This is an optimization exercise on Yosys and OpenROAD, whose aim is small area and a short achievable clock period, not a production implementation.
The RTL was checked by simulation tests, not by an equivalence proof against the original design.
Power is estimated from default activity; no workload was simulated.

$ cat design/flow/run.sh
#!/bin/bash
# synth_recipe.tcl (not shown) runs the flow's synth.tcl, then flattens the netlist and writes it again
# the make line also repeats each setting of config.mk as NAME=value (left out here)
make -C /OpenROAD-flow-scripts/flow DESIGN_CONFIG=/design/flow/config.mk WORK_HOME=/design/flow/orfs CLKGATE_MAP_FILE= SYNTH_SCRIPT=/design/flow/synth_recipe.tcl finish
$ cat design/flow/config.mk
export PLATFORM = sky130hd
export DESIGN_NAME = osc_bank
export DESIGN_NICKNAME = osc_bank
export VERILOG_FILES = /design/flow/design.v
export SDC_FILE = /design/flow/constraint.sdc
export NUM_CORES = 4
export LEC_CHECK = 0
export CAP_MARGIN = 20
export CELL_PAD_IN_SITES_DETAIL_PLACEMENT = 1
export CELL_PAD_IN_SITES_GLOBAL_PLACEMENT = 2
export CORE_MARGIN = 2
export CORE_UTILIZATION = 25
export PLACE_DENSITY = 0.4
export SLEW_MARGIN = 20
$ cat design/flow/constraint.sdc
create_clock -name core_clock -period 13.0 [get_ports {clk}]
set_input_delay 2.6000 -clock core_clock [delete_from_list [all_inputs] [get_ports {clk}]]
set_output_delay 2.6000 -clock core_clock [all_outputs]
set_load 0.01 [all_outputs]
$ cat design/flow/design.v
module osc_bank #(
    parameter N      = 16,
    parameter D      = 4,
    parameter ADDR_W = 5
) (
    input  wire              clk,
    input  wire              rst,            
    input  wire [ADDR_W-1:0] address,
    input  wire              select,         
    input  wire [3:0]        mask,
    input  wire [15:0]       data_in,
    input  wire              write_enable,
    input  wire              update,
    output reg  [15:0]       data_out,
    output wire              write_error,
    output wire              read_error
);
    localparam IDX_W = (N > 1) ? $clog2(N) : 1;
    localparam [1:0] W_RAMP = 2'b00, W_SQUARE = 2'b01, W_TRI = 2'b10, W_SINE = 2'b11;
    localparam [15:0] ONE     = 16'h4000;
    localparam [15:0] NEG_ONE = 16'hC000;
    reg [15:0] inc_r   [0:N-1];
    reg [15:0] acc_r   [0:N-1];
    reg [1:0]  wave_r  [0:N-1];
    reg        dir_r   [0:N-1];
    reg [15:0] sin_r   [0:N-1];
    reg [15:0] cos_r   [0:N-1];
    reg [3:0]  pval_r  [0:N-1];
    reg [3:0]  pmask_r [0:N-1];
    reg             p_en  [0:D-1];
    reg [15:0]      p_sp  [0:D-1];
    reg [15:0]      p_cp  [0:D-1];
    reg [IDX_W-1:0] p_tgt [0:D-1];
    reg             active;
    reg [IDX_W-1:0] cursor;
    wire             wb_en  = p_en[D-1];
    wire [IDX_W-1:0] wb_tgt = p_tgt[D-1];
    wire [15:0]      wb_sp  = p_sp[D-1];
    wire [15:0]      wb_cp  = p_cp[D-1];
    wire             svc     = active | update;
    wire [IDX_W-1:0] svc_idx = active ? cursor : {IDX_W{1'b0}};
    wire [15:0] s_inc  = inc_r[svc_idx];
    wire [15:0] s_acc  = acc_r[svc_idx];
    wire [1:0]  s_wave = wave_r[svc_idx];
    wire        s_dir  = dir_r[svc_idx];
    wire [3:0]  s_pv   = pval_r[svc_idx];
    wire [3:0]  s_pm   = pmask_r[svc_idx];
    wire        s_fwd = wb_en && (wb_tgt == svc_idx);
    wire [15:0] s_sin = s_fwd ? (sin_r[svc_idx] + wb_sp) : sin_r[svc_idx];
    wire [15:0] s_cos = s_fwd ? (cos_r[svc_idx] + wb_cp) : cos_r[svc_idx];
    wire        s_tri  = (s_wave == W_TRI);
    wire [16:0] step   = s_tri ? {s_inc, 1'b0} : {1'b0, s_inc};
    wire [17:0] sum    = {2'b00, s_acc} + {1'b0, step};
    wire        ovf    = sum[16];
    wire [15:0] acc1   = sum[15:0];
    wire        dir1   = s_dir ^ (ovf & s_tri);
    wire        rr     = s_pm[0] & s_pv[0];
    wire [1:0]  wave2  = (s_wave & ~s_pm[3:2]) | (s_pv[3:2] & s_pm[3:2]);
    wire        dir2   = s_pm[1] ? s_pv[1] : dir1;
    wire [15:0] acc2   = rr ? 16'h0000 : acc1;
    wire [15:0] sin2   = rr ? 16'h0000 : s_sin;
    wire [15:0] cos2   = rr ? (dir2 ? NEG_ONE : ONE) : s_cos;
    wire               issue   = svc && (s_wave == W_SINE) && !rr;
    wire signed [32:0] prod_s  = $signed(s_cos) * $signed({1'b0, s_inc});
    wire signed [32:0] prod_c  = $signed(s_sin) * $signed({1'b0, s_inc});
    wire signed [32:0] nprod_c = -prod_c;
    wire [15:0]        mul_sp  = prod_s[31:16];
    wire [15:0]        mul_cp  = nprod_c[31:16];
    wire addr_ok = (address < N);
    wire wr_ok   = write_enable && addr_ok;
    assign write_error = write_enable && !addr_ok;
    assign read_error  = !addr_ok;
    genvar x;
    generate
        for (x = 0; x < N; x = x + 1) begin : g_osc
            wire serviced = svc && (svc_idx == x);
            wire wb_here  = wb_en && (wb_tgt == x);
            wire wr_here  = wr_ok && (address == x);
            always @(posedge clk) begin
                if (rst) begin
                    inc_r[x]   <= 16'h0000;
                    acc_r[x]   <= 16'h0000;
                    wave_r[x]  <= W_RAMP;
                    dir_r[x]   <= 1'b0;
                    sin_r[x]   <= 16'h0000;
                    cos_r[x]   <= ONE;
                    pval_r[x]  <= 4'b0000;
                    pmask_r[x] <= 4'b0000;
                end else begin
                    if (serviced) begin
                        sin_r[x] <= sin2;
                        cos_r[x] <= cos2;
                    end else if (wb_here) begin
                        sin_r[x] <= sin_r[x] + wb_sp;
                        cos_r[x] <= cos_r[x] + wb_cp;
                    end
                    if (serviced) begin
                        acc_r[x]  <= acc2;
                        dir_r[x]  <= dir2;
                        wave_r[x] <= wave2;
                    end
                    if (wr_here && select) begin
                        pval_r[x]  <= (pval_r[x] & ~mask) | (data_in[3:0] & mask);
                        pmask_r[x] <= (serviced ? 4'b0000 : pmask_r[x]) | mask;
                    end else if (serviced) begin
                        pmask_r[x] <= 4'b0000;
                    end
                    if (wr_here && !select)
                        inc_r[x] <= data_in;
                end
            end
        end
    endgenerate
    integer k;
    always @(posedge clk) begin
        if (rst) begin
            for (k = 0; k < D; k = k + 1) begin
                p_en[k]  <= 1'b0;
                p_sp[k]  <= 16'h0000;
                p_cp[k]  <= 16'h0000;
                p_tgt[k] <= {IDX_W{1'b0}};
            end
        end else begin
            for (k = D - 1; k > 0; k = k - 1) begin
                p_en[k]  <= p_en[k-1];
                p_sp[k]  <= p_sp[k-1];
                p_cp[k]  <= p_cp[k-1];
                p_tgt[k] <= p_tgt[k-1];
            end
            p_en[0]  <= issue;
            p_sp[0]  <= issue ? mul_sp : 16'h0000;
            p_cp[0]  <= issue ? mul_cp : 16'h0000;
            p_tgt[0] <= issue ? svc_idx : {IDX_W{1'b0}};
        end
    end
    always @(posedge clk) begin
        if (rst) begin
            active <= 1'b0;
            cursor <= {IDX_W{1'b0}};
        end else if (svc) begin
            if (svc_idx == N - 1) begin
                active <= 1'b0;
                cursor <= {IDX_W{1'b0}};
            end else begin
                active <= 1'b1;
                cursor <= svc_idx + 1'b1;
            end
        end
    end
    wire [IDX_W-1:0] r_idx  = address[IDX_W-1:0];
    wire [15:0]      r_acc  = acc_r[r_idx];
    wire             r_dir  = dir_r[r_idx];
    wire [1:0]       r_wave = wave_r[r_idx];
    wire [15:0]      r_sin  = sin_r[r_idx];
    always @(*) begin
        case (r_wave)
            W_RAMP, W_TRI: data_out = (r_acc ^ {16{r_dir}}) + {15'b0, r_dir};
            W_SQUARE:      data_out = {r_acc[15] ^ r_dir, 15'b0};
            default:       data_out = r_sin;
        endcase
    end
endmodule
==> results.json <==
{
  "outcome": "no timing/DRC/antenna violations",
  "antenna_found_initial": 65,
  "coreArea_mm2": 0.402,
  "crit_path_end_kind": "flip-flop",
  "synth_edf_count": 0,
  "num_rows": 233,
  "cts_setup_buffers": 0,
  "worst_ep_arrival_time_ns": 13.15,
  "combPwrFrac": 0.269,
  "yosysWarnings": 13,
  "fp.dieW_um": 639,
  "period_needed_ns": 12.27,
  "place_congestion": 0.885,
  "cpMostUsedCell": "fa_1",
  "grt_pass1_vias": 104091,
  "final_common_cell": "nand2_1",
  "cp_max_fo": 22,
  "min_path_type": "reg2reg",
  "ys.flop_type": "dfxtp_1",
  "cp_slowest_cell": "fa_1",
  "path_class": "reg2reg",
  "cts_hold_buf": 0,
  "clock-root-buffer": "clkbuf_16",
  "drt.antenna.violating_nets": 0,
  "fillers": 47336,
  "clock_latency_ns": 0.98,
  "hold_viol": 0,
  "syn_avg_cell_area_um2": 7.83,
  "post-route-util": 0.286,
  "required_ns": 13.88,
  "total_leakage_power_nw": 44.5,
  "sw_frac_of_total": 0.363,
  "worst_pin_slew_ns": 1.31,
  "cts.sinks": 1353,
  "via_count": 102894,
  "setup_ws_ns": 0.727,
  "cap_violations": 0,
  "synth_cell_type_count": 97,
  "skew_ns": 0.0871,
  "clk_path_buf_depth": 4,
  "crit_family": "adder cells",
  "ys_ff_latch": 1353,
  "internal-power_mw": 8.57,
  "fin_area_mm2": 0.115,
  "ios": 48,
  "seq_power_share": 0.314,
  "grtUsageTotal": 0.306,
  "power_density_mw_per_mm2": 117,
  "setup_viol": 0,
  "slowest_delay_ns": 0.58,
  "ys_seq_area_frac": 0.268,
  "p_sw_mw": 4.88,
  "slew_headroom": 0.115,
  "drc": 0,
  "area_growth_pct": 14.0,
  "start_kind": "flip-flop",
  "h-tree-depth": 4,
  "clkPwrFrac": 0.417,
  "peakVddDrop_v": 0.000167,
  "finalWirelength_mm": 643,
  "clk_pin_slew_ns": 0.06,
  "regArea_mm2": 0.0271,
  "path_buf_inv": 6,
  "die_y_um": 639,
  "slew_viol_final": 0,
  "synthArstFlopShare": 0,
  "die-area_mm2": 0.409,
  "final_cell_mix": "nand2_1, dfxtp_1, nor2_1",
  "grt_pass1_wl_mm": 881,
  "synth_area_mm2": 0.101,
  "tns_ns": 0,
  "fin_crit_sh": 0.944,
  "cts_tree": "yes",
  "vias_per_cell": 5.70,
  "grt_max_degree": 180,
  "syn_nets": 14112,
  "grt_overflow": 0,
  "portBuffers": 47,
  "drive_gt1_frac": 0.0780,
  "dp_slack_ns": 0.644,
  "whs_ns": 0.435,
  "hpwlAfterDp_mm": 455,
  "rsz0062_at_grt": "no",
  "timing.fmax_mhz": 81.5,
  "cts_buffers": 195,
  "nets": 13831,
  "dr.first_iter.drc_count": 9469,
  "multi_input_comb_area_mm2": 0.0684,
  "wire_per_inst_um": 35.6,
  "placed_area_mm2": 0.108,
  "drtPass1Iterations": 7,
  "netlist_instances": 12882,
  "cts_resized": 0,
  "start_util": 0.251
}
[state kept, by name (all words and copies together) (netlist names), named ones only]
register	cells
sin_r	256
p_en	4
p_sp	64
p_tgt	16
pmask_r	64
acc_r	256
cursor	4
wave_r	32
inc_r	256
dir_r	16
active	1
cos_r	256
p_cp	64
[metal layers]
layer	up-vias	track usage	wire [um]
met5	-	0	96
met3	824	0.0469	36800
met4	16	0.0921	21500
met2	3243	0.481	284000
li1	45099	-	-
met1	53712	0.429	300000
[worst paths after layout]
kind | from | end | slack, ns | cells past startpoint
max | active$_SDFFE_PP0N_ | p_cp[0][15]$_SDFF_PP0_ | 0.73 | 38
min | p_cp[1][15]$_SDFF_PP0_ | p_cp[2][15]$_SDFF_PP0_ | 0.43 | 1
max reg2reg | active$_SDFFE_PP0N_ | p_cp[0][15]$_SDFF_PP0_ | 0.73 | 38
min reg2reg | p_cp[1][15]$_SDFF_PP0_ | p_cp[2][15]$_SDFF_PP0_ | 0.43 | 1
[cell usage after synthesis (29+ instances only)]
| cell | number | area, um2 |
|---|---|---|
| nand2_1 | 1719 | 6450 |
| nor2_1 | 1359 | 5100 |
| dfxtp_1 | 1353 | 27100 |
| a21oi_1 | 1106 | 5540 |
| ha_1 | 772 | 9660 |
| clkbuf_1 | 726 | 2730 |
| inv_1 | 715 | 2680 |
| o21ai_0 | 433 | 2170 |
| fa_1 | 428 | 8570 |
| a22oi_1 | 379 | 2850 |
| a211oi_1 | 364 | 2730 |
| nand3_1 | 348 | 1740 |
| xnor2_1 | 329 | 2880 |
| nor3_1 | 310 | 1550 |
| a221oi_1 | 213 | 1870 |
| nor2b_1 | 213 | 1330 |
| a21o_1 | 194 | 1460 |
| a22o_1 | 132 | 1160 |
| xor2_1 | 132 | 1160 |
| nand2b_1 | 124 | 776 |
| o211ai_1 | 122 | 916 |
| buf_1 | 104 | 390 |
| buf_2 | 98 | 490 |
| a222oi_1 | 88 | 881 |
| a31oi_1 | 75 | 469 |
| or3_1 | 75 | 469 |
| and3_1 | 74 | 463 |
| a41oi_1 | 67 | 587 |
| nand4_1 | 64 | 400 |
| o2111ai_1 | 57 | 499 |
| o22ai_1 | 51 | 319 |
| mux2i_1 | 48 | 480 |
| nand3b_1 | 48 | 360 |
| a311oi_1 | 46 | 403 |
| and2_1 | 44 | 275 |
| a211o_1 | 39 | 342 |
| o21bai_1 | 32 | 240 |
| or2_2 | 29 | 181 |
[per-stage QoR]
step / total power [mW] / cells
floorplan: 6.47 / 12882
global placement: 7.94 / 17684
detailed placement: 7.93 / 17690
CTS: 13.6 / 18040
global route: 14.1 / 18042
finish: 13.4 / 18066
[kinds of logic (layout without fill, tap and decap cells)]
family,after synthesis,count (layout),share of synthesized area
XOR/XNOR,461,461,0.0400
AND/OR/NAND/NOR,4531,4531,0.200
AO/OA/AOI/OAI,3608,3608,0.240
adder cells (fa/ha/maj),1200,1200,0.181
multiplexers,70,70,0.00733
other,0,25,0
flip-flops,1353,1353,0.268
buffers and inverters,1659,1531,0.0634
[power groups by stage]
stage | Sequential (mW) | Combinational [mW] | Clock (mW)
after floorplan | 4.29 | 2.18 | 0
after global placement | 4.32 | 3.62 | 0
after detailed placement | 4.32 | 3.61 | 0
after CTS | 4.23 | 3.65 | 5.77
after global routing | 4.23 | 3.98 | 5.91
final | 4.23 | 3.61 | 5.61
[layout make-up]
cell class / count / share of cell area
Sequential cell: 1353 / 0.236
Clock buffer: 288 / 0.0501
Clock inverter: 62 / 0.00540
Antenna cell: 25 / 0.000544
Inverter: 720 / 0.0235
Tap cell: 5287 / 0.0575
Timing Repair Buffer: 461 / 0.0323
Multi-Input combinational cell: 9870 / 0.595

## what the ideal ports hide
The results above use ideal ports. As a check the final layout listed here was re-extracted and re-timed, cells and wires unchanged.
Step 1: set_driving_cell puts a clkbuf_16 on clk and a buf_2 on each other input, an assumption about the parent block.
Step 2 moves the port delays by t, midway between the first and last clock arrival at a register: inputs arrive t later, outputs are due t later. That takes back most of the time a late clock gives input paths.
Slacks: no drivers / after step 1 / after step 2; pairs: no drivers / after step 1.
shift t [ns]: 1.041
slack for setup (ns): 0.727 / 0.727 / 0.727
hold slack, ns: 0.435 / 0.435 / 0.435
worst setup path after step 2: register to register
pins driven straight from the clock port: 1
After both steps setup and hold are still met in this run. The setup slack of this run moves by 0.000 ns with the drivers and by 0.000 ns with both steps.
